From an optimization exercise on the open Yosys and OpenROAD flow, aimed at a short achievable clock period and few clock cycles; shortcuts taken in it are not production practice. RTL that was checked went through simulation tests only; none was proved equivalent to the original. Only the layout flow was run in runs 2 to 5; the RTL was not checked for function there. In every run shown here, the design's own scripts or RTL, not TritonCTS, make the clock network. No driver is modelled on the clock port, so clock power and skew are understated where the tree is cut down; a real chip needs a root buffer or a tree. Power and IR drop assume default switching activity.

==> design.v <==
module mnp_crc_dv (
    input  wire [7:0]  d,
    output wire [15:0] dv,    
    output wire        ds,    
    output wire        dh     
);
    wire pd  = ^d;
    wire pd7 = ^d[6:0];
    assign dv = {pd, pd7,
                 d[6] ^ d[7], d[5] ^ d[6], d[4] ^ d[5],
                 d[3] ^ d[4], d[2] ^ d[3], d[1] ^ d[2],
                 d[0] ^ d[1], d[0],
                 5'b00000,
                 pd};
    assign ds = pd ^ d[1];
    assign dh = d[1];
endmodule
module mnp_crc_fast (
    input  wire [15:0] c,
    input  wire        s,
    input  wire        h,
    input  wire [15:0] dv,
    input  wire        ds,
    input  wire        dh,
    output wire [15:0] cn,
    output wire        sn,
    output wire        hn
);
    assign cn[0]  = s ^ c[8] ^ dv[0];
    assign cn[5:1] = c[13:9];
    assign cn[6]  = c[0] ^ c[14] ^ dv[6];
    assign cn[7]  = c[0] ^ c[1] ^ c[15] ^ dv[7];
    assign cn[8]  = c[1] ^ c[2] ^ dv[8];
    assign cn[9]  = c[2] ^ c[3] ^ dv[9];
    assign cn[10] = c[3] ^ c[4] ^ dv[10];
    assign cn[11] = c[4] ^ c[5] ^ dv[11];
    assign cn[12] = c[5] ^ c[6] ^ dv[12];
    assign cn[13] = c[6] ^ c[7] ^ dv[13];
    assign cn[14] = s ^ c[7] ^ dv[14];
    assign cn[15] = s ^ dv[15];
    assign sn = s ^ h ^ c[1] ^ ds;
    assign hn = c[1] ^ dh;
endmodule
module mnp_crc_reg (
    input  wire        clk,
    input  wire        clr,       
    input  wire        stp,       
    input  wire [15:0] dv,
    input  wire        ds,
    input  wire        dh,
    output reg  [15:0] crc
);
    reg s, h;
    wire [15:0] cn;
    wire        sn, hn;
    mnp_crc_fast u_f (.c(crc), .s(s), .h(h), .dv(dv), .ds(ds), .dh(dh),
                      .cn(cn), .sn(sn), .hn(hn));
    always @(posedge clk) begin
        if (clr) begin
            crc <= 16'h0000;
            s   <= 1'b0;
            h   <= 1'b0;
        end else if (stp) begin
            crc <= cn;
            s   <= sn;
            h   <= hn;
        end
    end
endmodule
module mnp_txf (
    input  wire       clk,
    input  wire       rst,
    input  wire       in_valid,
    output reg        in_ready,
    input  wire       in_end,
    input  wire [7:0] in_data,
    output reg        out_valid,
    input  wire       out_ready,
    output reg  [7:0] out_data
);
    localparam [7:0] SYN = 8'h16, DLE = 8'h10, STX = 8'h02, ETX = 8'h03;
    localparam integer S_IDLE = 0, S_DLE = 1, S_STX = 2, S_DATA = 3,
                       S_STUFF = 4, S_ETX = 5, S_FCSLO = 6, S_FCSHI = 7;
    localparam integer EW = 1 + 1 + 8;   
    reg          ih_v, is_v;
    reg [EW-1:0] ih, is;
    wire [EW-1:0] e_in = {in_end, (!in_end && in_data == DLE), in_end ? DLE : in_data};
    wire        h_end = ih[9];
    wire        h_dle = ih[8];
    wire [7:0]  h_oct = ih[7:0];
    wire accept = in_valid && in_ready;
    reg [7:0]  st;
    reg        st_w;       
    reg       os_v;
    reg [7:0] os;
    wire go  = (!st_w || ih_v) && !os_v;
    wire pop = st[S_DATA] && ih_v && !os_v;    
    reg         c_clr, c_stp;
    reg  [15:0] c_dv;
    reg         c_ds, c_dh;
    wire [15:0] h_dv;
    wire        h_ds, h_dh;
    wire [15:0] crc;
    mnp_crc_dv  u_dv  (.d(h_end ? ETX : h_oct), .dv(h_dv), .ds(h_ds), .dh(h_dh));
    mnp_crc_reg u_crc (.clk(clk), .clr(c_clr), .stp(c_stp), .dv(c_dv), .ds(c_ds), .dh(c_dh),
                       .crc(crc));
    always @(posedge clk) begin
        c_clr <= go && st[S_IDLE];
        c_stp <= pop;
        c_dv  <= h_dv;
        c_ds  <= h_ds;
        c_dh  <= h_dh;
    end
    reg [7:0] core_out;
    always @* begin
        core_out = 8'h00;
        case (1'b1)
            st[S_IDLE]:  core_out = SYN;
            st[S_DLE]:   core_out = DLE;
            st[S_STX]:   core_out = STX;
            st[S_DATA]:  core_out = h_oct;
            st[S_STUFF]: core_out = DLE;
            st[S_ETX]:   core_out = ETX;
            st[S_FCSLO]: core_out = crc[7:0];
            st[S_FCSHI]: core_out = crc[15:8];
            default:     core_out = 8'h00;
        endcase
    end
    always @(posedge clk) begin
        if (rst) begin
            ih_v     <= 1'b0;
            is_v     <= 1'b0;
            in_ready <= 1'b1;
        end else if (pop || !ih_v) begin
            ih_v     <= is_v || accept;
            is_v     <= 1'b0;
            in_ready <= 1'b1;
        end else if (accept) begin
            is_v     <= 1'b1;
            in_ready <= 1'b0;
        end
    end
    always @(posedge clk) begin
        if (pop || !ih_v)
            ih <= is_v ? is : e_in;
        else if (accept)
            is <= e_in;
    end
    always @(posedge clk) begin
        if (rst) begin
            st   <= 8'b0000_0001;
            st_w <= 1'b1;
        end else if (go) begin
            st   <= 8'b0000_0000;
            st_w <= 1'b0;
            case (1'b1)
                st[S_IDLE]:  st[S_DLE]   <= 1'b1;
                st[S_DLE]:   st[S_STX]   <= 1'b1;
                st[S_STX]:   begin st[S_DATA] <= 1'b1; st_w <= 1'b1; end
                st[S_DATA]: begin
                    if (h_end)      st[S_ETX]   <= 1'b1;
                    else if (h_dle) st[S_STUFF] <= 1'b1;
                    else begin      st[S_DATA]  <= 1'b1; st_w <= 1'b1; end
                end
                st[S_STUFF]: begin st[S_DATA] <= 1'b1; st_w <= 1'b1; end
                st[S_ETX]:   st[S_FCSLO] <= 1'b1;
                st[S_FCSLO]: st[S_FCSHI] <= 1'b1;
                st[S_FCSHI]: begin st[S_IDLE] <= 1'b1; st_w <= 1'b1; end
                default:     begin st[S_IDLE] <= 1'b1; st_w <= 1'b1; end
            endcase
        end
    end
    always @(posedge clk) begin
        if (rst) begin
            out_valid <= 1'b0;
            os_v      <= 1'b0;
        end else if (!out_valid || out_ready) begin
            out_valid <= os_v || go;
            os_v      <= 1'b0;
        end else if (go) begin
            os_v      <= 1'b1;
        end
    end
    always @(posedge clk) begin
        if (!out_valid || out_ready)
            out_data <= os_v ? os : core_out;
        else if (go)
            os <= core_out;
    end
endmodule
module mnp_rxd (
    input  wire        clk,
    input  wire        rst,
    input  wire        in_valid,
    output wire        in_ready,
    input  wire        in_eos,
    input  wire [7:0]  in_data,
    output reg         out_valid,
    output reg  [7:0]  out_data,
    output reg         done_valid,
    output reg  [2:0]  done_status,
    output wire [7:0]  done_kind,
    output reg  [7:0]  done_seq,
    output reg  [7:0]  done_credit,
    output reg  [10:0] done_len
);
    localparam [7:0] SYN = 8'h16, DLE = 8'h10, STX = 8'h02, ETX = 8'h03;
    localparam [2:0] K_OTHER = 3'h0, K_LR = 3'h1, K_LD = 3'h2,
                     K_LT = 3'h4, K_LA = 3'h5;
    localparam integer R_HUNT0 = 0, R_HUNT1 = 1, R_HUNT2 = 2, R_DATA = 3,
                       R_ESC = 4, R_FCS1 = 5, R_FCS2 = 6;
    assign in_ready = 1'b1;
    reg         a_v, a_eos;
    reg  [7:0]  a_d;
    reg         a_syn, a_dle, a_stx, a_etx, a_ff;
    reg  [3:0]  a_dec;
    always @(posedge clk) begin
        if (rst) a_v <= 1'b0;
        else     a_v <= in_valid;
    end
    always @(posedge clk) begin
        a_eos <= in_eos;
        a_d   <= in_data;
        a_syn <= (in_data == SYN);
        a_dle <= (in_data == DLE);
        a_stx <= (in_data == STX);
        a_etx <= (in_data == ETX);
        a_ff  <= (in_data == 8'hFF);
        a_dec <= {in_data == 8'h05, in_data == 8'h04, in_data == 8'h02, in_data == 8'h01};
    end
    reg  [6:0]  st;
    reg  [10:0] cnt;        
    reg  [6:0]  th;         
    wire tok   = a_v && !a_eos;
    wire eos   = a_v && a_eos;
    wire full  = cnt[10];
    wire app_c = (st[R_DATA] && !a_dle) || (st[R_ESC] && a_dle);   
    wire app   = tok && app_c && !full;
    wire ovf   = tok && app_c && full;
    wire esc_e = tok && st[R_ESC] && !a_dle && !a_etx;
    wire fin   = tok && st[R_FCS2];
    wire start = tok && st[R_HUNT2] && a_stx;
    wire c_upd = tok && (app_c || (st[R_ESC] && a_etx));
    always @(posedge clk) begin
        if (rst) begin
            st <= 7'b000_0001;
        end else if (eos) begin
            st <= 7'b000_0001;
        end else if (tok) begin
            st <= 7'b000_0000;
            case (1'b1)
                st[R_HUNT0]: if (a_syn) st[R_HUNT1] <= 1'b1; else st[R_HUNT0] <= 1'b1;
                st[R_HUNT1]: if (a_dle) st[R_HUNT2] <= 1'b1; else st[R_HUNT0] <= 1'b1;
                st[R_HUNT2]: if (a_stx) st[R_DATA]  <= 1'b1; else st[R_HUNT0] <= 1'b1;
                st[R_DATA]:  if (a_dle) st[R_ESC]   <= 1'b1;
                             else if (full) st[R_HUNT0] <= 1'b1;
                             else st[R_DATA] <= 1'b1;
                st[R_ESC]:   if (a_etx) st[R_FCS1] <= 1'b1;
                             else if (a_dle && !full) st[R_DATA] <= 1'b1;
                             else st[R_HUNT0] <= 1'b1;
                st[R_FCS1]:  st[R_FCS2]  <= 1'b1;
                default:     st[R_HUNT0] <= 1'b1;
            endcase
        end
    end
    reg         c_clr, c_stp;
    reg  [15:0] c_dv;
    reg         c_ds, c_dh;
    wire [15:0] a_dv;
    wire        a_ds, a_dh;
    wire [15:0] crc;
    mnp_crc_dv  u_dv  (.d(a_d), .dv(a_dv), .ds(a_ds), .dh(a_dh));
    mnp_crc_reg u_crc (.clk(clk), .clr(c_clr), .stp(c_stp), .dv(c_dv), .ds(c_ds), .dh(c_dh),
                       .crc(crc));
    always @(posedge clk) begin
        c_clr <= start;
        c_stp <= c_upd;
        c_dv  <= a_dv;
        c_ds  <= a_ds;
        c_dh  <= a_dh;
    end
    always @(posedge clk) begin
        if (start) begin
            cnt <= 11'd0;
            th  <= 7'd0;
        end else if (app) begin
            cnt <= cnt + 11'd1;
            th  <= {th[5:0], 1'b1};
        end
    end
    reg [7:0] fcs_lo;
    reg       lo_m;
    always @(posedge clk) begin
        if (tok && st[R_FCS1]) fcs_lo <= a_d;
        lo_m <= (fcs_lo == crc[7:0]);
    end
    reg e_v, e_eos, e_err, e_ovf, e_fin, e_him;
    reg o_ff;
    reg [3:0] o_dec;
    always @(posedge clk) begin
        if (rst) begin
            out_valid <= 1'b0;
            e_v       <= 1'b0;
        end else begin
            out_valid <= app;
            e_v       <= eos || ovf || esc_e || fin;
        end
    end
    always @(posedge clk) begin
        out_data <= a_d;
        o_ff     <= a_ff;
        o_dec    <= a_dec;
        e_eos    <= a_eos;
        e_err    <= ovf || esc_e;
        e_ovf    <= ovf;
        e_fin    <= st[R_FCS2];
        e_him    <= (a_d == crc[15:8]);
    end
    reg        ext;        
    reg  [3:0] hdr_dec;    
    reg  [7:0] hdr_b1;     
    reg  [7:0] hdr_b2;     
    wire at0 = !th[1];
    wire at1 = th[1] && !th[2];
    wire at2 = th[2] && !th[3];
    wire at3 = th[3] && !th[4];
    wire at4 = th[4] && !th[5];
    wire at5 = th[5] && !th[6];
    always @(posedge clk) begin
        if (out_valid) begin
            if (at0) ext <= o_ff;
            if ((!ext && at1) || (ext && at3)) hdr_dec <= o_dec;
            if ((!ext && at2) || (ext && at4)) hdr_b1  <= out_data;
            if ((!ext && at3) || (ext && at5)) hdr_b2  <= out_data;
        end
    end
    reg [2:0] cls_kind;
    reg [7:0] cls_seq, cls_credit;
    wire q_t  = ext ? th[3] : th[1];    
    wire q_lt = ext ? th[4] : th[2];    
    wire q_la = ext ? th[5] : th[3];    
    always @(posedge clk) begin
        cls_kind   <= K_OTHER;
        cls_seq    <= 8'h00;
        cls_credit <= 8'h00;
        if (q_t) begin
            if (hdr_dec[0]) cls_kind <= K_LR;
            if (hdr_dec[1]) cls_kind <= K_LD;
            if (hdr_dec[2] && q_lt) begin
                cls_kind <= K_LT;
                cls_seq  <= hdr_b1;
            end
            if (hdr_dec[3] && q_la) begin
                cls_kind   <= K_LA;
                cls_seq    <= hdr_b1;
                cls_credit <= hdr_b2;
            end
        end
    end
    reg [2:0] done_k;
    assign done_kind = {5'b00000, done_k};
    always @(posedge clk) begin
        if (rst) done_valid <= 1'b0;
        else     done_valid <= e_v;
    end
    always @(posedge clk) begin
        done_status <= {e_eos, !e_eos && e_err,
                        !e_eos && (e_ovf || (e_fin && !(lo_m && e_him)))};
        if (e_fin) begin
            done_k      <= cls_kind;
            done_seq    <= cls_seq;
            done_credit <= cls_credit;
            done_len    <= cnt;
        end
    end
endmodule
module mnp_codec (
    input  wire        clk,
    input  wire        rst,
    input  wire        tx_in_valid,
    output wire        tx_in_ready,
    input  wire        tx_in_end,
    input  wire [7:0]  tx_in_data,
    output wire        tx_out_valid,
    input  wire        tx_out_ready,
    output wire [7:0]  tx_out_data,
    input  wire        rx_in_valid,
    output wire        rx_in_ready,
    input  wire        rx_in_eos,
    input  wire [7:0]  rx_in_data,
    output wire        rx_out_valid,
    output wire [7:0]  rx_out_data,
    output wire        rx_done_valid,
    output wire [2:0]  rx_done_status,
    output wire [7:0]  rx_done_kind,
    output wire [7:0]  rx_done_seq,
    output wire [7:0]  rx_done_credit,
    output wire [10:0] rx_done_len
);
    mnp_txf u_txf (
        .clk(clk), .rst(rst),
        .in_valid(tx_in_valid), .in_ready(tx_in_ready),
        .in_end(tx_in_end), .in_data(tx_in_data),
        .out_valid(tx_out_valid), .out_ready(tx_out_ready),
        .out_data(tx_out_data)
    );
    mnp_rxd u_rxd (
        .clk(clk), .rst(rst),
        .in_valid(rx_in_valid), .in_ready(rx_in_ready),
        .in_eos(rx_in_eos), .in_data(rx_in_data),
        .out_valid(rx_out_valid), .out_data(rx_out_data),
        .done_valid(rx_done_valid), .done_status(rx_done_status),
        .done_kind(rx_done_kind), .done_seq(rx_done_seq),
        .done_credit(rx_done_credit), .done_len(rx_done_len)
    );
endmodule
==> flow/run.sh <==
#!/bin/bash
# The standard layout, except that the clock tree is built by
# cts_manual.tcl (a copy of ORFS cts.tcl with a shallow manual tree: port ->
# 4 root buffers -> leaf buffers -> registers) instead of TritonCTS.
set -euo pipefail
here=$(pwd)
export MT_DIR=$here/flow
export MT_LEAVES=${MT_LEAVES:-14}
export MT_ROOTS=${MT_ROOTS:-4}
bash standard.sh synth floorplan place > std_place.log 2>&1
bash standard.sh run RUN_SCRIPT=$here/flow/cts_manual.tcl > cts_manual.log 2>&1
res=$here/orfs/results/sky130hd/mnp_codec/base
test -f $res/4_1_cts.odb
test -f $res/4_cts.sdc
bash standard.sh finish > std_finish.log 2>&1
==> flow/cts_manual.tcl <==
# Copy of ORFS scripts/cts.tcl with clock_tree_synthesis replaced by a
# manual clock tree (manual_tree.tcl).
utl::set_metrics_stage "cts__{}"
source $::env(SCRIPTS_DIR)/load.tcl
source $::env(SCRIPTS_DIR)/lec_check.tcl
erase_non_stage_variables cts
load_design 3_place.odb 3_place.sdc
source_step_tcl PRE CTS

# Clone clock tree inverters next to register loads
# so cts does not try to buffer the inverted clocks.
repair_clock_inverters

proc save_progress { stage } {
  puts "Run 'make gui_$stage.odb' to load progress snapshot"
  orfs_write_db $::env(RESULTS_DIR)/$stage.odb
  orfs_write_sdc $::env(RESULTS_DIR)/$stage.sdc
}

# Run CTS
set cts_args [list \
  -sink_clustering_enable \
  -repair_clock_nets]

append_env_var cts_args CTS_BUF_DISTANCE -distance_between_buffers 1
append_env_var cts_args CTS_CLUSTER_SIZE -sink_clustering_size 1
append_env_var cts_args CTS_CLUSTER_DIAMETER -sink_clustering_max_diameter 1
append_env_var cts_args CTS_BUF_LIST -buf_list 1
append_env_var cts_args CTS_LIB_NAME -library 1


if { [env_var_exists_and_non_empty CTS_ARGS] } {
  set cts_args $::env(CTS_ARGS)
}

set_dont_use $::env(DONT_USE_CELLS)

# Manual clock tree in place of clock_tree_synthesis: the clock port
# drives MT_ROOTS root buffers, which drive MT_LEAVES leaf buffers, which
# drive the registers in balanced groups picked by position.
source $::env(MT_DIR)/manual_tree.tcl
mt_build $::env(MT_LEAVES) $::env(MT_ROOTS)
log_cmd detailed_placement

utl::push_metrics_stage "cts__{}__pre_repair_timing"
log_cmd estimate_parasitics -placement
if { $::env(DETAILED_METRICS) } {
  report_metrics 4 "cts pre-repair-timing"
}
utl::pop_metrics_stage

set_placement_padding -global \
  -left $::env(CELL_PAD_IN_SITES_DETAIL_PLACEMENT) \
  -right $::env(CELL_PAD_IN_SITES_DETAIL_PLACEMENT)

set result [catch { detailed_placement } msg]
if { $result != 0 } {
  save_progress 4_1_error
  error "Detailed placement failed in CTS: $msg"
}

log_cmd estimate_parasitics -placement

if { $::env(CTS_SNAPSHOTS) } {
  save_progress 4_1_pre_repair_hold_setup
}

if { !$::env(SKIP_CTS_REPAIR_TIMING) } {
  if { $::env(EQUIVALENCE_CHECK) } {
    write_eqy_verilog 4_before_rsz.v
  }
  if { $::env(LEC_CHECK) } {
    write_lec_verilog 4_before_rsz_lec.v
  }

  repair_timing_helper

  if { $::env(EQUIVALENCE_CHECK) } {
    run_equivalence_test
  }
  if { $::env(LEC_CHECK) } {
    write_lec_verilog 4_after_rsz_lec.v
    run_lec_test 4_rsz 4_before_rsz_lec.v 4_after_rsz_lec.v
  }

  set result [catch { detailed_placement } msg]
  if { $result != 0 } {
    save_progress 4_1_error
    error "Detailed placement failed in CTS: $msg"
  }

  check_placement -verbose
}

report_metrics 4 "cts final"

source_step_tcl POST CTS

orfs_write_db $::env(RESULTS_DIR)/4_1_cts.odb
orfs_write_sdc $::env(RESULTS_DIR)/4_cts.sdc
==> flow/manual_tree.tcl <==
# Manual clock tree: clock port -> nroot root buffers -> nleaf leaf
# buffers, each leaf driving a balanced group of the clock sinks picked by
# position, each root a balanced group of the leaves.

# balanced partition of items {obj x y} into ngrp groups by columns then rows
proc mt_partition { items ngrp } {
  set n [llength $items]
  set ncol [expr {int(ceil(sqrt($ngrp)))}]
  set sorted [lsort -real -index 1 $items]
  set groups {}
  set start 0
  for {set c 0} {$c < $ncol} {incr c} {
    set colg [expr {($ngrp * ($c+1)) / $ncol - ($ngrp * $c) / $ncol}]
    set end [expr {($n * (($ngrp * ($c+1)) / $ncol)) / $ngrp}]
    set col [lsort -real -index 2 [lrange $sorted $start [expr {$end-1}]]]
    set m [llength $col]
    set s2 0
    for {set r 0} {$r < $colg} {incr r} {
      set e2 [expr {($m * ($r+1)) / $colg}]
      lappend groups [lrange $col $s2 [expr {$e2-1}]]
      set s2 $e2
    }
    set start $end
  }
  return $groups
}

proc mt_centroid { g } {
  set cx 0; set cy 0
  foreach s $g { set cx [expr {$cx + [lindex $s 1]}]; set cy [expr {$cy + [lindex $s 2]}] }
  return [list [expr {$cx / [llength $g]}] [expr {$cy / [llength $g]}]]
}

proc mt_place { inst xy } {
  set m [$inst getMaster]
  $inst setLocation [expr {int([lindex $xy 0] - [$m getWidth]/2)}] [expr {int([lindex $xy 1] - [$m getHeight]/2)}]
  $inst setPlacementStatus PLACED
}

proc mt_build { nleaf nroot {leafcell sky130_fd_sc_hd__clkbuf_16} {rootcell sky130_fd_sc_hd__clkbuf_16} } {
  set db [ord::get_db]
  set block [ord::get_db_block]
  set clknet [[$block findBTerm clk] getNet]
  set sinks {}
  foreach it [$clknet getITerms] {
    set inst [$it getInst]
    set loc [$inst getLocation]
    set m [$inst getMaster]
    lappend sinks [list $it [expr {[lindex $loc 0] + [$m getWidth]/2}] [expr {[lindex $loc 1] + [$m getHeight]/2}]]
  }
  set leafmaster [$db findMaster $leafcell]
  set rootmaster [$db findMaster $rootcell]
  set leaves {}
  set k 0
  foreach g [mt_partition $sinks $nleaf] {
    set xy [mt_centroid $g]
    set buf [odb::dbInst_create $block $leafmaster "clkbuf_leaf_$k"]
    mt_place $buf $xy
    set net [odb::dbNet_create $block "clknet_leaf_$k"]
    $net setSigType CLOCK
    foreach s $g {
      set it [lindex $s 0]
      $it disconnect
      $it connect $net
    }
    [$buf findITerm X] connect $net
    lappend leaves [list $buf [lindex $xy 0] [lindex $xy 1]]
    incr k
  }
  if {$nroot == 0} {
    foreach l $leaves { [[lindex $l 0] findITerm A] connect $clknet }
  } else {
    set r 0
    foreach g [mt_partition $leaves $nroot] {
      set xy [mt_centroid $g]
      set root [odb::dbInst_create $block $rootmaster "clkbuf_root_$r"]
      mt_place $root $xy
      set net [odb::dbNet_create $block "clknet_root_$r"]
      $net setSigType CLOCK
      foreach l $g { [[lindex $l 0] findITerm A] connect $net }
      [$root findITerm X] connect $net
      [$root findITerm A] connect $clknet
      incr r
    }
  }
  $clknet setSigType CLOCK
  global_connect
  puts "manual tree: [llength $sinks] sinks, $k leaves, $nroot roots"
}
==> standard.sh <==
#!/bin/bash
# synth_recipe.tcl (not shown) runs the flow's synth.tcl, then flattens the netlist and writes it again
# the make line also repeats each setting of config.mk as NAME=value (left out here)
make -C /OpenROAD-flow-scripts/flow DESIGN_CONFIG=/design/flow/config.mk WORK_HOME=/design/flow/orfs CLKGATE_MAP_FILE= SYNTH_SCRIPT=/design/flow/synth_recipe.tcl "${@:-finish}"
==> config.mk <==
export PLATFORM = sky130hd
export DESIGN_NAME = mnp_codec
export DESIGN_NICKNAME = mnp_codec
export VERILOG_FILES = /design/flow/design.v
export SDC_FILE = /design/flow/constraint.sdc
export NUM_CORES = 4
export LEC_CHECK = 0
export ABC_CLOCK_PERIOD_IN_PS = 1200
export CAP_MARGIN = 20
export CORE_MARGIN = 2
export CORE_UTILIZATION = 55
export GPL_TIMING_DRIVEN = 1
export PLACE_DENSITY = 0.7
export SETUP_SLACK_MARGIN = 2.3
export SLEW_MARGIN = 20
export TNS_END_PERCENT = 100
==> constraint.sdc <==
create_clock -name core_clock -period 3.5 [get_ports {clk}]
set_input_delay 0.7000 -clock core_clock [delete_from_list [all_inputs] [get_ports {clk}]]
set_output_delay 0.7000 -clock core_clock [all_outputs]
set_load 0.01 [all_outputs]
==> flow_summary.yaml, run 1 <==
run_status:
  status: "no timing/DRC/antenna violations"
synthesis:
  synth.avg_cell_area_um2: 12.1
  ys_types: 57
  yosysWarnings: 3
  synth-xor-area-share_pct: 9.21
  synth-async-reset-ratio_pct: 0
  syn_area_mm2: 0.00954
  ys_seq_elements: 258
  synth_ff_type: "dfxtp_1"
  synth_compound_area_share_pct: 6.08
  synthAdderAreaFrac_pct: 0.131
  synthDominantCellAreaShare_pct: 34.2
  synth_simple_gate_area_share_pct: 13.5
  synthTopCellsByArea: "dfxtp_1 (34%), edfxtp_1 (30%), xnor2_1 (6.4%)"
  yosys.area.top_type: "dfxtp_1"
  synth_top_family_by_area: "simple AND/OR/NAND/NOR gates"
  ys_seq_area_share_pct: 64.1
  synth_cells: 789
  synth_edf_count: 95
  synth_mux_area_share_pct: 4.73
timing:
  fin_crit_sh_pct: 46.1
  slew_headroom_pct: 51.4
  hold_viol_final: 0
  fin_crit_ns: 1.61
  max_slew.worst_pin.slew_ns: 0.728
  rsz0062_at_grt: "true"
  fmax_ghz: 0.619
  finalSetupTns_ns: 0
  finalSetupViolCount: 0
  fin_worst_skew_ns: 0.0127
  drv_slew: 0
detailed_routing:
  via_per_inst: 5.41
  routed_wirelength_um: 21300
  wl_per_cell_um: 17.8
  drt-initial-drc-count: 421
  drcViolationCount: 0
  dr.pass1.iters: 5
  postRouteAntennaNets: 0
  vias: 6454
pwr:
  ir_worst_vdd_uv: 370
  powerDensity_mw_per_mm2: 446
  power.leakage_nw: 4.78
floorplanning:
  design.portCount: 82
  die_y_um: 136
  fp.dieArea_mm2: 0.0184
  die_width_um: 136
  initial_utilization_pct: 55.7
  row_count: 48
  core_mm2: 0.0171
grt:
  met3_usage_pct: 1.83
  grt_util_all_layers_pct: 20.2
  grt_use_met2_pct: 32.4
  grt_start_max_net_pins: 32
  grt_pass1_vias: 5930
  grt-ovfl-total: 0
  grt_pass1_wl_um: 30500
  grtUsageMet1_pct: 30.2
  busiest_layer: "met2"
  antenna_found_initial: 0
critical_path:
  crit_fanout: 6
  critPathRequiredTime_ns: 3.72
  worstSetupEndpointType: "flop"
  cp-start-kind: "flop"
  r2r_slack_ns: 1.89
  critical_path_class: "flop to flop"
  cp.arrival_ns: 1.83
finish:
  drive_gt1_share_pct: 40.4
  nFillCells: 1059
  area_growth_pct: 33.7
  nets: 995
  stdcell_count: 1194
  antenna_cells: 0
  fin_util_pct: 74.5
  final_cell_mix: "dfxtp_1 (118), edfxtp_1 (95), xnor2_1 (66), nor2_1 (66), buf_4 (64)"
  final_common_cell: "dfxtp_1"
place:
  dp_hpwl_um: 12000
  numPortBuffers: 75
  gp_congestion: 0.860
  dp_cells: 1059
clocking:
  clock_latency_ns: 0.30
  clk_pin_slew_ns: 0.08
run:
  drv_cap: 0
min_path:
  hp-class: "flop to flop"
-- final timing paths --
| path | start | depth (start not counted) | endpoint |
|---|---|---|---|
| setup / recovery | u_rxd.a_dle | 4 | u_rxd.st[3] |
| hold / removal | u_rxd.a_ff | 0 | u_rxd.o_ff |
| setup reg to reg | u_rxd.a_dle | 4 | u_rxd.st[3] |
| hold reg to reg | u_rxd.a_ff | 0 | u_rxd.o_ff |
-- registers in the layout (all words and copies together), names as in the netlist, 9 cells and up --
name,count
u_txf.c_dv,10
u_rxd.c_dv,9
u_txf.is,10
u_txf.u_crc.crc,16
u_rxd.done_len,11
u_rxd.u_crc.crc,16
u_rxd.cnt,11
u_txf.ih,10
-- where the power goes --
| group | switching [mW] | internal [mW] | leakage (nW) | total, mW |
|---|---|---|---|---|
| Sequential | 0.0905 | 3.20 | 2.25 | 3.29 |
| Clock | 0.863 | 0.918 | 0.222 | 1.78 |
| Combinational | 0.262 | 0.360 | 2.31 | 0.621 |
-- kinds of logic after synthesis --
group | count (synthesis)
AO/OA/AOI/OAI | 96
XOR/XNOR | 92
adder cells (fa/ha/maj) | 1
buffers and inverters | 45
flip-flops | 258
multiplexers | 43
other | 2
AND/OR/NAND/NOR | 252
-- final cells by class --
class,instances,area [um^2],share of cell area (%)
buffer,18,450,3.53
inverter,9,41.3,0.324
multi-input combinational,495,4060,31.8
sequential,258,6240,48.9
tap,225,282,2.21
timing repair buffer,189,1690,13.2
-- synthesized netlist by cell type, drive strengths merged, types with 2 or more instances --
cell    count
buf        10
nor2b      14
nor3b       4
a22oi       2
xor3        3
nand2b      6
a21boi      6
nor2       74
o31ai       9
or3b        3
nor3       10
clkbuf     26
or4         3
xor2       17
or3         6
a211oi      9
or2         6
nand2      55
xnor2      70
dfxtp     163
nand3      14
o21ai      12
edfxtp     95
and2       22
inv         9
mux2i      29
a21oi      47
nand4b      2
xnor3       2
mux2       14
nand3b     10
nor4        3
conb        2
nand4      11
and3        3
and3b       3
-- per-layer routing --
metal  vias up  wire length, um  part of all wire (%)
met5         -                0                     0
met4         0              525                   2.5
met3        41             1160                   5.5
met2       184            10200                    48
met1      3142             9450                    44
li1       3087                -                     -
-- stage by stage --
stage / setup slack (ns) / hold WS (ns) / power (mW) / instance area, um^2
2_1_floorplan: 1.75 / 0.310 / 3.66 / 9950
3_5_place_dp: 1.24 / 0.312 / 3.79 / 10700
3_3_place_gp: 1.25 / 0.314 / 3.78 / 10700
5_1_grt: 1.86 / 0.330 / 5.88 / 12800
6_report: 1.89 / 0.328 / 5.69 / 12800
-- worst max-delay path, cell delays in order (launching register included) --
cell	delay, ns
dfxtp_4	0.41
or4bb_1	0.51
a211oi_1	0.37
o21ai_1	0.10
a21oi_1	0.14
Testbench counts, summed over its fixed seeds: cycles 23,966.
==> inputs of run 2 (changes only) <==
--- a/design.v
+++ b/design.v
@@ -91,10 +91,11 @@
     wire accept = in_valid && in_ready;
     reg [7:0]  st;
     reg        st_w;       
-    reg       os_v;
-    reg [7:0] os;
-    wire go  = (!st_w || ih_v) && !os_v;
-    wire pop = st[S_DATA] && ih_v && !os_v;    
+    reg [7:0]  k_oct;      
+    wire advance    = !out_valid || out_ready;
+    wire core_valid = !st_w || ih_v;
+    wire go  = core_valid && advance;
+    wire pop = st[S_DATA] && ih_v && advance;    
     reg         c_clr, c_stp;
     reg  [15:0] c_dv;
     reg         c_ds, c_dh;
@@ -111,21 +112,10 @@
         c_ds  <= h_ds;
         c_dh  <= h_dh;
     end
-    reg [7:0] core_out;
-    always @* begin
-        core_out = 8'h00;
-        case (1'b1)
-            st[S_IDLE]:  core_out = SYN;
-            st[S_DLE]:   core_out = DLE;
-            st[S_STX]:   core_out = STX;
-            st[S_DATA]:  core_out = h_oct;
-            st[S_STUFF]: core_out = DLE;
-            st[S_ETX]:   core_out = ETX;
-            st[S_FCSLO]: core_out = crc[7:0];
-            st[S_FCSHI]: core_out = crc[15:8];
-            default:     core_out = 8'h00;
-        endcase
-    end
+    wire [7:0] core_out = k_oct |
+                          ({8{st[S_DATA]}}  & h_oct) |
+                          ({8{st[S_FCSLO]}} & crc[7:0]) |
+                          ({8{st[S_FCSHI]}} & crc[15:8]);
     always @(posedge clk) begin
         if (rst) begin
             ih_v     <= 1'b0;
@@ -148,44 +138,39 @@
     end
     always @(posedge clk) begin
         if (rst) begin
-            st   <= 8'b0000_0001;
-            st_w <= 1'b1;
+            st    <= 8'b0000_0001;
+            st_w  <= 1'b1;
+            k_oct <= SYN;
         end else if (go) begin
-            st   <= 8'b0000_0000;
-            st_w <= 1'b0;
+            st    <= 8'b0000_0000;
+            st_w  <= 1'b0;
+            k_oct <= 8'h00;
             case (1'b1)
-                st[S_IDLE]:  st[S_DLE]   <= 1'b1;
-                st[S_DLE]:   st[S_STX]   <= 1'b1;
+                st[S_IDLE]:  begin st[S_DLE] <= 1'b1; k_oct <= DLE; end
+                st[S_DLE]:   begin st[S_STX] <= 1'b1; k_oct <= STX; end
                 st[S_STX]:   begin st[S_DATA] <= 1'b1; st_w <= 1'b1; end
                 st[S_DATA]: begin
-                    if (h_end)      st[S_ETX]   <= 1'b1;
-                    else if (h_dle) st[S_STUFF] <= 1'b1;
-                    else begin      st[S_DATA]  <= 1'b1; st_w <= 1'b1; end
+                    if (h_end)      begin st[S_ETX]   <= 1'b1; k_oct <= ETX; end
+                    else if (h_dle) begin st[S_STUFF] <= 1'b1; k_oct <= DLE; end
+                    else            begin st[S_DATA]  <= 1'b1; st_w <= 1'b1; end
                 end
                 st[S_STUFF]: begin st[S_DATA] <= 1'b1; st_w <= 1'b1; end
                 st[S_ETX]:   st[S_FCSLO] <= 1'b1;
                 st[S_FCSLO]: st[S_FCSHI] <= 1'b1;
-                st[S_FCSHI]: begin st[S_IDLE] <= 1'b1; st_w <= 1'b1; end
-                default:     begin st[S_IDLE] <= 1'b1; st_w <= 1'b1; end
+                st[S_FCSHI]: begin st[S_IDLE] <= 1'b1; st_w <= 1'b1; k_oct <= SYN; end
+                default:     begin st[S_IDLE] <= 1'b1; st_w <= 1'b1; k_oct <= SYN; end
             endcase
         end
     end
     always @(posedge clk) begin
-        if (rst) begin
+        if (rst)
             out_valid <= 1'b0;
-            os_v      <= 1'b0;
-        end else if (!out_valid || out_ready) begin
-            out_valid <= os_v || go;
-            os_v      <= 1'b0;
-        end else if (go) begin
-            os_v      <= 1'b1;
-        end
+        else if (advance)
+            out_valid <= core_valid;
     end
     always @(posedge clk) begin
-        if (!out_valid || out_ready)
-            out_data <= os_v ? os : core_out;
-        else if (go)
-            os <= core_out;
+        if (advance)
+            out_data <= core_out;
     end
 endmodule
 module mnp_rxd (
@@ -210,23 +195,33 @@
     localparam integer R_HUNT0 = 0, R_HUNT1 = 1, R_HUNT2 = 2, R_DATA = 3,
                        R_ESC = 4, R_FCS1 = 5, R_FCS2 = 6;
     assign in_ready = 1'b1;
+    reg         r_v, r_eos;
+    reg  [7:0]  r_d;
+    always @(posedge clk) begin
+        if (rst) r_v <= 1'b0;
+        else     r_v <= in_valid;
+    end
+    always @(posedge clk) begin
+        r_eos <= in_eos;
+        r_d   <= in_data;
+    end
     reg         a_v, a_eos;
     reg  [7:0]  a_d;
     reg         a_syn, a_dle, a_stx, a_etx, a_ff;
     reg  [3:0]  a_dec;
     always @(posedge clk) begin
         if (rst) a_v <= 1'b0;
-        else     a_v <= in_valid;
+        else     a_v <= r_v;
     end
     always @(posedge clk) begin
-        a_eos <= in_eos;
-        a_d   <= in_data;
-        a_syn <= (in_data == SYN);
-        a_dle <= (in_data == DLE);
-        a_stx <= (in_data == STX);
-        a_etx <= (in_data == ETX);
-        a_ff  <= (in_data == 8'hFF);
-        a_dec <= {in_data == 8'h05, in_data == 8'h04, in_data == 8'h02, in_data == 8'h01};
+        a_eos <= r_eos;
+        a_d   <= r_d;
+        a_syn <= (r_d == SYN);
+        a_dle <= (r_d == DLE);
+        a_stx <= (r_d == STX);
+        a_etx <= (r_d == ETX);
+        a_ff  <= (r_d == 8'hFF);
+        a_dec <= {r_d == 8'h05, r_d == 8'h04, r_d == 8'h02, r_d == 8'h01};
     end
     reg  [6:0]  st;
     reg  [10:0] cnt;        
@@ -295,7 +290,6 @@
         lo_m <= (fcs_lo == crc[7:0]);
     end
     reg e_v, e_eos, e_err, e_ovf, e_fin, e_him;
-    reg o_ff;
     reg [3:0] o_dec;
     always @(posedge clk) begin
         if (rst) begin
@@ -306,9 +300,18 @@
             e_v       <= eos || ovf || esc_e || fin;
         end
     end
+    reg ext;
+    always @(posedge clk) begin
+        if (app && !th[0]) ext <= a_ff;
+    end
+    reg o_sdec, o_sb1, o_sb2;
+    always @(posedge clk) begin
+        o_sdec <= (!ext && th[0] && !th[1]) || (ext && th[2] && !th[3]);
+        o_sb1  <= (!ext && th[1] && !th[2]) || (ext && th[3] && !th[4]);
+        o_sb2  <= (!ext && th[2] && !th[3]) || (ext && th[4] && !th[5]);
+    end
     always @(posedge clk) begin
         out_data <= a_d;
-        o_ff     <= a_ff;
         o_dec    <= a_dec;
         e_eos    <= a_eos;
         e_err    <= ovf || esc_e;
@@ -316,29 +319,22 @@
         e_fin    <= st[R_FCS2];
         e_him    <= (a_d == crc[15:8]);
     end
-    reg        ext;        
     reg  [3:0] hdr_dec;    
     reg  [7:0] hdr_b1;     
     reg  [7:0] hdr_b2;     
-    wire at0 = !th[1];
-    wire at1 = th[1] && !th[2];
-    wire at2 = th[2] && !th[3];
-    wire at3 = th[3] && !th[4];
-    wire at4 = th[4] && !th[5];
-    wire at5 = th[5] && !th[6];
-    always @(posedge clk) begin
-        if (out_valid) begin
-            if (at0) ext <= o_ff;
-            if ((!ext && at1) || (ext && at3)) hdr_dec <= o_dec;
-            if ((!ext && at2) || (ext && at4)) hdr_b1  <= out_data;
-            if ((!ext && at3) || (ext && at5)) hdr_b2  <= out_data;
-        end
+    always @(posedge clk) begin
+        if (out_valid && o_sdec) hdr_dec <= o_dec;
+        if (out_valid && o_sb1)  hdr_b1  <= out_data;
+        if (out_valid && o_sb2)  hdr_b2  <= out_data;
+    end
+    reg q_t, q_lt, q_la;
+    always @(posedge clk) begin
+        q_t  <= ext ? th[3] : th[1];    
+        q_lt <= ext ? th[4] : th[2];    
+        q_la <= ext ? th[5] : th[3];    
     end
     reg [2:0] cls_kind;
     reg [7:0] cls_seq, cls_credit;
-    wire q_t  = ext ? th[3] : th[1];    
-    wire q_lt = ext ? th[4] : th[2];    
-    wire q_la = ext ? th[5] : th[3];    
     always @(posedge clk) begin
         cls_kind   <= K_OTHER;
         cls_seq    <= 8'h00;
==> config.mk (replaced) <==
export PLATFORM = sky130hd
export DESIGN_NAME = mnp_codec
export DESIGN_NICKNAME = mnp_codec
export VERILOG_FILES = /design/flow/design.v
export SDC_FILE = /design/flow/constraint.sdc
export NUM_CORES = 4
export LEC_CHECK = 0
export ABC_CLOCK_PERIOD_IN_PS = 1500
export CAP_MARGIN = 20
export CORE_MARGIN = 2
export CORE_UTILIZATION = 40
export GPL_TIMING_DRIVEN = 1
export PLACE_DENSITY = 0.6
export SETUP_SLACK_MARGIN = 2.0
export SLEW_MARGIN = 20
export TNS_END_PERCENT = 100
==> flow_summary.yaml, run 2 <==
run_status:
  status: "no timing/DRC/antenna violations"
place:
  numPortBuffers: 75
  place_ws_ns: 1.14
  dp_hpwl_um: 11100
  gp_congestion: 0.831
synthesis:
  ys_seq_elements: 265
  syn_area_mm2: 0.00940
  synth_ff_type: "dfxtp_1"
  yosysMostFrequentCell: "dfxtp_1"
  synthDominantCellAreaShare_pct: 37.9
  synth_cells: 756
  ys_types: 59
  synth_edf_count: 87
  synth.avg_cell_area_um2: 12.4
  synthTopCellsByArea: "dfxtp_1 (38%), edfxtp_1 (28%), xnor2_1 (6.5%)"
  ys_seq_area_share_pct: 65.7
  synthTopCellsByCount: "dfxtp_1 (178), nor2_1 (89), edfxtp_1 (87), xnor2_1 (70), nand2_1 (42)"
  yosys.area.top_type: "dfxtp_1"
  yosysWarnings: 3
  synth-async-reset-ratio_pct: 0
clocking:
  clk_pin_slew_ns: 0.07
  clock_latency_ns: 0.30
pwr:
  p_total_mw: 5.60
  power.leakage_nw: 4.14
  powerDensity_mw_per_mm2: 501
  ir_worst_vdd_uv: 269
floorplanning:
  core_mm2: 0.0233
  design.portCount: 82
  initial_utilization_pct: 40.4
  die_y_um: 157
  row_count: 56
  die_width_um: 157
  fp.dieArea_mm2: 0.0247
finish:
  area_growth_pct: 18.9
  final_common_cell: "dfxtp_1"
  nets: 882
  final_cell_mix: "dfxtp_1 (153), nor2_1 (88), edfxtp_1 (87)"
  antenna_cells: 0
  reg_top3: "u_rxd.u_crc.crc: 16 flops, u_txf.u_crc.crc: 16 flops"
  drive_gt1_share_pct: 22.5
detailed_routing:
  vias: 5528
  via_per_inst: 4.70
  drcViolationCount: 0
  routed_wirelength_um: 16800
  drt-initial-drc-count: 203
  wl_per_cell_um: 14.3
  dr.pass1.iters: 4
  postRouteAntennaNets: 0
critical_path:
  crit_fanout: 1
  crit_start: "u_txf.out_data[4]"
  path_cells: "clkbuf_2"
  critical_path_class: "flop to primary output"
  cp.arrival_ns: 0.89
  critPathRequiredTime_ns: 2.80
  cp-start-kind: "flop"
  crit_slowest_cell: "edfxtp_1"
  cp_top_family: "flip-flops"
  worstSetupEndpointType: "primary output"
  crit_path_max_incr_delay_ns: 0.44
  rr_startpoint: "u_txf.ih[0]"
  worst-path-buf-inv: 1
grt:
  grt_pass1_vias: 5220
  grt_start_max_net_pins: 32
  grt_pass1_wl_um: 26600
  grt_util_all_layers_pct: 13.1
  antenna_found_initial: 0
  grt-ovfl-total: 0
timing:
  hold_viol_final: 0
  slew_headroom_pct: 51.6
  layout_setup_ws_ns: 1.91
  finalSetupViolCount: 0
  drv_slew: 0
  finalSetupTns_ns: 0
  fmax_ghz: 0.628
  max_slew.worst_pin.slew_ns: 0.725
  fin_worst_skew_ns: 0.0271
  fin_crit_ns: 1.59
  rsz0062_at_grt: "true"
  fin_crit_sh_pct: 45.5
run:
  drv_cap: 0
min_path:
  worstHoldStart: "u_rxd.a_dec[0]"
  hp-class: "flop to flop"
run 2: cell type report:
class	count	area, um^2
Buffer	18	450
Timing Repair Buffer	113	856
Multi-Input combinational cell	449	3190
Inverter	11	51.3
Sequential cell	265	6230
Tap cell	319	399
Fill cell	2141	12100
run 2: per-stage QoR:
stage / instances / area, um^2 / utilization, % / hold WS (ns)
after detailed placement: 1122 / 10500 / 44.9 / 0.315
after global routing: 1175 / 11200 / 48.0 / 0.337
final: 1175 / 11200 / 48.0 / 0.332
after global placement: 1122 / 10500 / 44.9 / 0.312
after floorplan: 760 / 9460 / - / 0.310
run 2: cell families (layout without fill, tap and decap cells):
group,after synthesis,after routing,synth area share (%)
AO/OA/AOI/OAI,70,70,4.94
XOR/XNOR,95,95,9.79
adder cells (fa/ha/maj),1,1,0.133
buffers and inverters,46,142,2.25
flip-flops,265,265,65.7
multiplexers,44,44,4.87
other,2,6,0.0799
AND/OR/NAND/NOR,233,233,12.2
run 2: worst paths after layout:
check / to / slack (ns) / depth (start not counted)
worst max-delay path: tx_out_data[4] / 1.91 / 1
worst min-delay path: u_rxd.o_dec[0] / 0.33 / 0
worst max register to register: u_txf.c_ds / 1.97 / 4
worst min register to register: u_rxd.o_dec[0] / 0.33 / 0
run 2: where the power goes:
group          leakage, nW  switching, mW  internal (mW)  total [mW]
Combinational         1.61          0.186          0.260       0.446
Clock                0.222          0.872          0.919        1.79
Sequential            2.30         0.0906           3.28        3.37
run 2: routing by layer:
layer / global-route usage [%] / up-vias / routed length (um)
met5: 0 / - / 0
met3: 1.13 / 20 / 586
met1: 18.0 / 2629 / 7780
li1: - / 2779 / -
met4: 2.64 / 0 / 318
met2: 22.9 / 100 / 8120
==> inputs of run 3 (changes only) <==
--- a/config.mk
+++ b/config.mk
@@ -5,12 +5,12 @@
 export SDC_FILE = /design/flow/constraint.sdc
 export NUM_CORES = 4
 export LEC_CHECK = 0
-export ABC_CLOCK_PERIOD_IN_PS = 1500
+export ABC_CLOCK_PERIOD_IN_PS = 1000
 export CAP_MARGIN = 20
 export CORE_MARGIN = 2
 export CORE_UTILIZATION = 40
 export GPL_TIMING_DRIVEN = 1
 export PLACE_DENSITY = 0.6
-export SETUP_SLACK_MARGIN = 2.0
+export SETUP_SLACK_MARGIN = 2.4
 export SLEW_MARGIN = 20
 export TNS_END_PERCENT = 100
==> flow_summary.yaml, run 3 <==
run_status:
  status: "no timing/DRC/antenna violations"
synthesis:
  yosysWarnings: 3
  synthDominantCellAreaShare_pct: 37.9
  synth-async-reset-ratio_pct: 0
  yosys.area.top_type: "dfxtp_1"
  synthTopCellsByArea: "dfxtp_1 (38%), edfxtp_1 (28%), xnor2_1 (6.5%)"
  synth_edf_count: 87
  synth_ff_type: "dfxtp_1"
  synthTopCellsByCount: "dfxtp_1 (178), nor2_1 (89), edfxtp_1 (87), xnor2_1 (70), nand2_1 (42)"
  ys_seq_elements: 265
  syn_area_mm2: 0.00940
  synth_cells: 756
  synth.avg_cell_area_um2: 12.4
  ys_types: 59
  ys_seq_area_share_pct: 65.7
  yosysMostFrequentCell: "dfxtp_1"
pwr:
  ir_worst_vdd_uv: 219
  power_frac_comb_pct: 10.2
  p_clk_share_pct: 31.4
  power.leakage_nw: 4.73
  switching_share_pct: 21.2
  seqPwrFrac_pct: 58.4
  powerDensity_mw_per_mm2: 461
  power.switching_mw: 1.22
  internal_power_mw: 4.54
critical_path:
  critical_path_class: "flop to primary output"
  critPathRequiredTime_ns: 2.80
  path_cells: "buf_2"
  cp_top_family: "flip-flops"
  crit_path_max_incr_delay_ns: 0.39
  rr_startpoint: "u_txf.ih[1]"
  cp.arrival_ns: 0.86
  r2r_cells: 4
  crit_slowest_cell: "edfxtp_1"
  crit_fanout: 1
  worstSetupEndpointType: "primary output"
  r2r_slack_ns: 1.97
  worst-path-buf-inv: 1
  r2r-end: "u_txf.c_ds"
  cp-start-kind: "flop"
finish:
  final_common_cell: "dfxtp_1"
  antenna_cells: 0
  final_cell_mix: "dfxtp_1 (126), edfxtp_1 (87), nor2_1 (78)"
  area_growth_pct: 33.2
  nets: 943
  reg_top3: "u_rxd.u_crc.crc: 16 flops, u_txf.u_crc.crc: 16 flops"
  nFillCells: 1971
  drive_gt1_share_pct: 38.2
  final_area_mm2: 0.0125
place:
  placedInstanceArea_mm2: 0.0107
  place_ws_ns: 1.13
  dp_hpwl_um: 11500
  gp_congestion: 0.805
  numPortBuffers: 75
floorplanning:
  row_count: 56
  die_width_um: 157
  fp.dieArea_mm2: 0.0247
  initial_utilization_pct: 40.4
  design.portCount: 82
  die_y_um: 157
  core_mm2: 0.0233
grt:
  grt-ovfl-total: 0
  grt_pass1_vias: 5492
  grt_start_max_net_pins: 32
  antenna_found_initial: 0
  grt_util_all_layers_pct: 14.4
  busiest_layer: "met2"
  grt_use_met2_pct: 24.0
  grtUsageMet1_pct: 21.0
  grt_pass1_wl_um: 29100
  met3_usage_pct: 1.46
run:
  drv_cap: 0
detailed_routing:
  postRouteAntennaNets: 0
  drcViolationCount: 0
  drt-initial-drc-count: 250
  via_per_inst: 4.72
  vias: 5829
  dr.pass1.iters: 4
  routed_wirelength_um: 19300
  wl_per_cell_um: 15.6
timing:
  finalSetupTns_ns: 0
  layout_setup_ws_ns: 1.94
  finalSetupViolCount: 0
  fin_crit_ns: 1.56
  hold_viol_final: 0
  fin_crit_sh_pct: 44.5
  fmax_ghz: 0.642
  rsz0062_at_grt: "true"
  fin_worst_skew_ns: 0.0293
  drv_slew: 0
clocking:
  clock_latency_ns: 0.31
  clk_pin_slew_ns: 0.08
min_path:
  hold_end: "u_rxd.o_dec[2]"
  worstHoldStart: "u_rxd.a_dec[2]"
  hp-class: "flop to flop"
  hold_path_depth: 0
-- run 3: kinds of logic (layout without fill, tap and decap cells) --
logic type	count (synthesis)	after routing	synth area share [%]
XOR/XNOR	95	95	9.79
buffers and inverters	46	203	2.25
multiplexers	44	44	4.87
AND/OR/NAND/NOR	233	233	12.2
adder cells (fa/ha/maj)	1	1	0.133
other	2	6	0.0799
flip-flops	265	265	65.7
AO/OA/AOI/OAI	70	70	4.94
-- run 3: area by class of cell --
type / instances / area (um^2) / area share [%]
plain buffers: 18 / 450 / 3.60
inverters: 11 / 65.1 / 0.520
multi-input cells: 449 / 3660 / 29.2
flip-flops and latches: 265 / 6290 / 50.3
well taps: 319 / 399 / 3.19
repair buffers: 174 / 1650 / 13.2
-- run 3: how the worst max path moves through the flow --
stage | from | end | slack, ns | depth (start not counted)
after floorplan | tx_out_ready | u_txf.st[3] | 1.85 | 5
after global placement | tx_in_end | u_txf.ih[7] | 1.15 | 4
after global routing | u_txf.ih[1] | u_txf.c_ds | 1.91 | 4
after CTS | tx_out_ready | u_txf.st[3] | 1.65 | 6
final | u_rxd.done_len[10] | rx_done_len[10] | 1.94 | 1
after detailed placement | tx_in_end | u_txf.ih[7] | 1.13 | 4
-- run 3: per-stage QoR --
stage               hold WS [ns]  power [mW]  instances  utilization (%)
floorplan                  0.309        3.73        760                -
global placement           0.313        3.84       1121             45.9
detailed placement         0.313        3.85       1121             45.9
global route               0.334        5.98       1236             53.8
finish                     0.330        5.76       1236             53.8
-- run 3: power groups by stage --
stage	clock, mW	combinational, mW	sequential, mW
after floorplan	0	0.313	3.41
after global placement	0	0.391	3.45
after detailed placement	0	0.393	3.45
after CTS	1.47	0.496	3.44
after global routing	1.96	0.634	3.38
final	1.81	0.588	3.37
-- run 3: routing by layer --
metal  up-vias  part of all wire, %
met2       109                   47
li1       2912                    -
met5         -                    0
met4         0                  1.7
met3        22                  4.3
met1      2786                   47
==> inputs of run 4 (changes only) <==
--- a/design.v
+++ b/design.v
@@ -130,10 +130,13 @@
             in_ready <= 1'b0;
         end
     end
+    wire          h_load = pop || !ih_v;
+    wire [EW-1:0] h_next = ({EW{!h_load}} & ih) |
+                           ({EW{h_load && is_v}} & is) |
+                           ({EW{h_load && !is_v}} & e_in);
     always @(posedge clk) begin
-        if (pop || !ih_v)
-            ih <= is_v ? is : e_in;
-        else if (accept)
+        ih <= h_next;
+        if (!h_load && accept)
             is <= e_in;
     end
     always @(posedge clk) begin
@@ -163,14 +166,8 @@
         end
     end
     always @(posedge clk) begin
-        if (rst)
-            out_valid <= 1'b0;
-        else if (advance)
-            out_valid <= core_valid;
-    end
-    always @(posedge clk) begin
-        if (advance)
-            out_data <= core_out;
+        out_valid <= !rst && ((advance && core_valid) || (!advance && out_valid));
+        out_data  <= ({8{advance}} & core_out) | ({8{!advance}} & out_data);
     end
 endmodule
 module mnp_rxd (
@@ -362,12 +359,10 @@
     always @(posedge clk) begin
         done_status <= {e_eos, !e_eos && e_err,
                         !e_eos && (e_ovf || (e_fin && !(lo_m && e_him)))};
-        if (e_fin) begin
-            done_k      <= cls_kind;
-            done_seq    <= cls_seq;
-            done_credit <= cls_credit;
-            done_len    <= cnt;
-        end
+        done_k      <= cls_kind;
+        done_seq    <= cls_seq;
+        done_credit <= cls_credit;
+        done_len    <= cnt;
     end
 endmodule
 module mnp_codec (
--- a/config.mk
+++ b/config.mk
@@ -5,12 +5,12 @@
 export SDC_FILE = /design/flow/constraint.sdc
 export NUM_CORES = 4
 export LEC_CHECK = 0
-export ABC_CLOCK_PERIOD_IN_PS = 1000
+export ABC_CLOCK_PERIOD_IN_PS = 1500
 export CAP_MARGIN = 20
 export CORE_MARGIN = 2
 export CORE_UTILIZATION = 40
 export GPL_TIMING_DRIVEN = 1
 export PLACE_DENSITY = 0.6
-export SETUP_SLACK_MARGIN = 2.4
+export SETUP_SLACK_MARGIN = 2.0
 export SLEW_MARGIN = 20
 export TNS_END_PERCENT = 100
==> flow_summary.yaml, run 4 <==
run_status:
  status: "no timing/DRC/antenna violations"
timing:
  fin_crit_ns: 1.54
  rsz0062_at_grt: "true"
  hold_viol_final: 0
  finalSetupTns_ns: 0
  slew_headroom_pct: 53.2
  fin_crit_sh_pct: 44.0
  fin_worst_skew_ns: 0.0263
  max_slew.worst_pin.slew_ns: 0.702
  fmax_ghz: 0.650
  drv_slew: 0
  layout_setup_ws_ns: 1.96
  finalSetupViolCount: 0
floorplanning:
  die_y_um: 155
  die_width_um: 155
  core_mm2: 0.0225
  design.portCount: 82
  fp.dieArea_mm2: 0.0240
  initial_utilization_pct: 40.6
  row_count: 55
synthesis:
  ys_seq_elements: 265
  synthTopCellsByCount: "dfxtp_1 (218), nor2_1 (84), xnor2_1 (73), nand2_1 (50), edfxtp_1 (47)"
  synthDominantCellAreaShare_pct: 47.8
  ys_seq_area_share_pct: 63.3
  synth-async-reset-ratio_pct: 0
  synth_cells: 782
  synth_ff_type: "dfxtp_1"
  ys_types: 60
  synth_edf_count: 47
  yosysMostFrequentCell: "dfxtp_1"
  syn_area_mm2: 0.00913
  synth.avg_cell_area_um2: 11.7
  yosys.area.top_type: "dfxtp_1"
  yosysWarnings: 3
  synthTopCellsByArea: "dfxtp_1 (48%), edfxtp_1 (15%), xnor2_1 (7.0%)"
detailed_routing:
  drcViolationCount: 0
  drt-initial-drc-count: 330
  vias: 5586
  postRouteAntennaNets: 0
  dr.pass1.iters: 5
  via_per_inst: 4.80
  routed_wirelength_um: 17100
  wl_per_cell_um: 14.7
run:
  drv_cap: 0
place:
  dp_hpwl_um: 11000
  gp_congestion: 0.797
  numPortBuffers: 75
  place_ws_ns: 0.982
pwr:
  power.switching_mw: 1.17
  power_frac_comb_pct: 8.3
  p_clk_share_pct: 32.1
  seqPwrFrac_pct: 59.6
  switching_share_pct: 21.0
  ir_worst_vdd_uv: 299
  powerDensity_mw_per_mm2: 507
  power.leakage_nw: 4.10
  internal_power_mw: 4.40
min_path:
  hold_path_depth: 0
  hp-class: "flop to flop"
  hold_end: "u_rxd.done_seq[2]"
  worstHoldStart: "u_rxd.cls_seq[2]"
critical_path:
  r2r-end: "u_rxd.cnt[7]"
  rr_startpoint: "u_rxd.cnt[10]"
  r2r_slack_ns: 1.96
  r2r_cells: 4
  cp.arrival_ns: 1.78
  critPathRequiredTime_ns: 3.74
  worstSetupEndpointType: "flop"
  critical_path_class: "flop to flop"
  crit_fanout: 4
  cp-start-kind: "flop"
finish:
  antenna_cells: 0
  nFillCells: 2000
  reg_top3: "u_rxd.u_crc.crc: 16 flops, u_txf.u_crc.crc: 16 flops"
  final_common_cell: "dfxtp_1"
  drive_gt1_share_pct: 25.4
  area_growth_pct: 20.5
  nets: 905
  final_cell_mix: "dfxtp_1 (179), nor2_1 (82), xnor2_1 (72)"
grt:
  grt_pass1_vias: 5249
  grt-ovfl-total: 0
  antenna_found_initial: 0
  grt_pass1_wl_um: 27300
  grt_util_all_layers_pct: 13.6
  grt_start_max_net_pins: 22
clocking:
  clk_pin_slew_ns: 0.07
  clock_latency_ns: 0.30
==> run 4: power groups by stage <==
stage	combinational [mW]	sequential (mW)	clock [mW]
2_1_floorplan	0.333	3.35	0
5_1_grt	0.506	3.34	1.97
6_report	0.460	3.32	1.79
3_3_place_gp	0.396	3.40	0
4_1_cts	0.449	3.40	1.47
3_5_place_dp	0.401	3.40	0
==> run 4: kinds of logic (layout without fill, tap and decap cells) <==
group | Yosys count | count (layout) | share of synthesized area (%)
flip-flops | 265 | 265 | 63.3
multiplexers | 44 | 44 | 4.89
AO/OA/AOI/OAI | 87 | 87 | 6.35
other | 2 | 6 | 0.0823
adder cells (fa/ha/maj) | 1 | 1 | 0.137
XOR/XNOR | 93 | 93 | 9.78
AND/OR/NAND/NOR | 238 | 240 | 13.0
buffers and inverters | 52 | 143 | 2.51
==> run 4: worst max path at each step <==
stage / start / endpoint / cells past startpoint
5_1_grt: u_rxd.a_eos / u_rxd.cnt[7] / 4
6_report: u_rxd.cnt[10] / u_rxd.cnt[7] / 4
2_1_floorplan: tx_out_ready / u_txf.is[0] / 4
4_1_cts: tx_out_ready / u_txf.is[3] / 5
3_5_place_dp: tx_out_ready / u_txf.is[8] / 5
3_3_place_gp: tx_out_ready / u_txf.is[8] / 5
==> run 4: stage by stage <==
step	cell area (um^2)	cells	util [%]	hold WS [ns]	power, mW
after global placement	10100	1108	45.0	0.311	3.79
final	11000	1164	48.9	0.328	5.57
after floorplan	9190	786	-	0.310	3.68
after global routing	11000	1164	48.9	0.330	5.82
after detailed placement	10100	1108	45.0	0.312	3.80
==> run 4: area by class of cell <==
| cell class | count | area, um^2 | area share, % |
|---|---|---|---|
| tap | 285 | 357 | 3.24 |
| timing repair buffer | 113 | 842 | 7.65 |
| sequential | 265 | 5870 | 53.3 |
| inverter | 12 | 50.0 | 0.455 |
| multi-input combinational | 471 | 3430 | 31.2 |
| buffer | 18 | 450 | 4.09 |
==> run 4: routing by layer <==
layer  GRT usage [%]  share of wire [%]  wire, um
met5               0                  0         0
met1            18.8                 46      7910
met3            1.64                4.6       782
met2            23.7                 48      8140
met4            1.90                1.5       250
==> run 4: critical path, cell delays in order (launching register included) <==
cell	delay, ns
dfxtp_4	0.37
or3b_4	0.44
nor4_4	0.17
or3b_1	0.37
a21oi_1	0.14
==> inputs of run 5 (changes only) <==
--- a/config.mk
+++ b/config.mk
@@ -5,12 +5,12 @@
 export SDC_FILE = /design/flow/constraint.sdc
 export NUM_CORES = 4
 export LEC_CHECK = 0
-export ABC_CLOCK_PERIOD_IN_PS = 1500
+export ABC_CLOCK_PERIOD_IN_PS = 1000
 export CAP_MARGIN = 20
 export CORE_MARGIN = 2
 export CORE_UTILIZATION = 40
 export GPL_TIMING_DRIVEN = 1
 export PLACE_DENSITY = 0.6
-export SETUP_SLACK_MARGIN = 2.0
+export SETUP_SLACK_MARGIN = 2.4
 export SLEW_MARGIN = 20
 export TNS_END_PERCENT = 100
==> flow_summary.yaml, run 5 <==
synthesis:
  ys_types: 60
  synthTopCellsByArea: "dfxtp_1 (48%), edfxtp_1 (15%), xnor2_1 (7.0%)"
  synthTopCellsByCount: "dfxtp_1 (218), nor2_1 (84), xnor2_1 (73), nand2_1 (50), edfxtp_1 (47)"
  synth.avg_cell_area_um2: 11.7
  ys_seq_area_share_pct: 63.3
  ys_seq_elements: 265
  yosys.area.top_type: "dfxtp_1"
  yosysMostFrequentCell: "dfxtp_1"
  synth_edf_count: 47
  synth_ff_type: "dfxtp_1"
  synthDominantCellAreaShare_pct: 47.8
  syn_area_mm2: 0.00913
  synth_cells: 782
  synth-async-reset-ratio_pct: 0
  yosysWarnings: 3
floorplanning:
  initial_utilization_pct: 40.6
  fp.dieArea_mm2: 0.0240
  die_width_um: 155
  row_count: 55
  design.portCount: 82
  die_y_um: 155
  core_mm2: 0.0225
finish:
  fin_util_pct: 53.5
  area_growth_pct: 31.9
  final_cell_mix: "dfxtp_1 (151), nor2_1 (74), xnor2_1 (68)"
  final_common_cell: "dfxtp_1"
  nets: 950
  final_area_mm2: 0.0120
  antenna_cells: 0
  drive_gt1_share_pct: 37.0
  reg_top3: "u_rxd.u_crc.crc: 16 flops, u_txf.u_crc.crc: 16 flops"
  stdcell_count: 1209
critical_path:
  cp-start-kind: "flop"
  critPathRequiredTime_ns: 2.80
  critical_path_class: "flop to primary output"
  cp_top_family: "flip-flops"
  crit_fanout: 1
  crit_path_max_incr_delay_ns: 0.40
  crit_slowest_cell: "edfxtp_1"
  cp.depth: 1
  path_cells: "buf_2"
  r2r_cells: 6
  worst-path-buf-inv: 1
  cp.arrival_ns: 0.87
  worstSetupEndpointType: "primary output"
place:
  dp_cells: 1108
  placedInstanceArea_mm2: 0.0103
  numPortBuffers: 75
  gp_congestion: 0.800
  dp_hpwl_um: 11300
pwr:
  switching_share_pct: 21.4
  power.leakage_nw: 4.56
  p_clk_share_pct: 31.7
  ir_worst_vdd_uv: 375
  seqPwrFrac_pct: 58.2
  internal_power_mw: 4.47
  power_frac_comb_pct: 10.1
  powerDensity_mw_per_mm2: 473
  power.switching_mw: 1.22
detailed_routing:
  via_per_inst: 4.81
  vias: 5816
  postRouteAntennaNets: 0
  drt-initial-drc-count: 270
  dr.pass1.iters: 4
  wl_per_cell_um: 15.1
  routed_wirelength_um: 18300
  drcViolationCount: 0
timing:
  max_slew.worst_pin.slew_ns: 0.664
  drv_slew: 0
  fin_crit_ns: 1.57
  fin_crit_sh_pct: 44.8
  whs_ns: 0.304
  rsz0062_at_grt: "true"
  finalSetupViolCount: 0
  fin_worst_skew_ns: 0.0281
  hold_viol_final: 0
  slew_headroom_pct: 55.7
  fmax_ghz: 0.638
  finalSetupTns_ns: 0
grt:
  grt_pass1_vias: 5582
  grt_util_all_layers_pct: 14.5
  antenna_found_initial: 0
  grt_pass1_wl_um: 29000
  grt-ovfl-total: 0
  grt_start_max_net_pins: 22
clocking:
  clk_pin_slew_ns: 0.08
  clock_latency_ns: 0.31
run:
  drv_cap: 0
run_status:
  status: "no timing/DRC/antenna violations"
min_path:
  hp-class: "flop to flop"
  hold_path_depth: 0
==> run 5: layout make-up <==
class	count	area, um^2
fillers	1942	10500
plain buffers	18	450
repair buffers	158	1520
flip-flops and latches	265	5930
multi-input cells	471	3730
well taps	285	357
inverters	12	52.6
==> run 5: worst paths after layout <==
path | start | to | slack, ns
worst min-delay path | u_rxd.cls_kind[0] | u_rxd.done_k[0] | 0.30
worst max-delay path | flop | tx_out_data[0] | 1.93
worst min register to register | u_rxd.cls_kind[0] | u_rxd.done_k[0] | 0.30
worst max register to register | u_rxd.cnt[10] | u_rxd.cnt[6] | 1.94
==> run 5: metal layers <==
metal | GRT usage (%) | up-vias | routed length (um)
met1 | 20.7 | 2754 | 8770
met4 | 2.29 | 0 | 312
met3 | 1.31 | 24 | 674
met5 | 0 | - | 0
li1 | - | 2926 | -
met2 | 24.4 | 112 | 8540
==> run 5: power groups by stage <==
stage                     Sequential, mW  Combinational (mW)  Clock, mW
after global placement              3.40               0.418          0
after detailed placement            3.40               0.423          0
after global routing                3.33               0.621       1.97
final                               3.31               0.575       1.80
after floorplan                     3.36               0.351          0
after CTS                           3.39               0.537       1.47
==> run 5: cells by family (layout without fill, tap and decap cells) <==
family | count (synthesis) | in the layout | share of synthesized area, %
buf+inv | 52 | 188 | 2.51
simple gates | 238 | 240 | 13.0
compound gates | 87 | 87 | 6.35
other cells | 2 | 6 | 0.0823
mux | 44 | 44 | 4.89
flops | 265 | 265 | 63.3
fa+ha+maj | 1 | 1 | 0.137
xor+xnor | 93 | 93 | 9.78
==> run 5: per-stage QoR <==
step	worst slack, ns	power (mW)
6_report	1.93	5.69
3_3_place_gp	1.01	3.81
2_1_floorplan	1.80	3.71
5_1_grt	1.87	5.93
3_5_place_dp	1.00	3.82

afterwards: timing with drivers on the ports:
In the flow no input, the clock included, has a driving cell. The finished layouts below were timed again as built, in two steps. Step 1: set_driving_cell puts a clkbuf_16 on clk and a buf_2 on each other input, an assumption about the parent block. Step 2 times the ports against the registers' clock, not the clock port: input delays grow and output delays shrink by t, the midpoint of the rising clock arrivals with the driver on. Slacks: no drivers / after step 1 / after step 2; pairs: no drivers / after step 1.
| run | shift t [ns] | setup slack, ns | worst setup path at the end | slew at the worst register clock pin (ns) | worst slew at a driven data input, ns |
|---|---|---|---|---|---|
| run 1 | 0.386 | 1.886 / 1.842 / 1.571 | input to register | 0.08 / 0.08 | 0.06 |
| run 2 | 0.384 | 1.908 / 1.813 / 1.666 | input to register | 0.08 / 0.08 | 0.06 |
| run 3 | 0.390 | 1.942 / 1.845 / 1.662 | input to register | 0.08 / 0.08 | 0.16 |
| run 4 | 0.386 | 1.961 / 1.877 / 1.702 | input to register | 0.08 / 0.08 | 0.05 |
| run 5 | 0.385 | 1.932 / 1.839 / 1.682 | input to register | 0.08 / 0.08 | 0.06 |
After both steps every run listed still meets setup and hold. For run 1, which loses most, drivers alone change the setup slack by -0.044 ns; drivers and shift together by -0.315 ns.
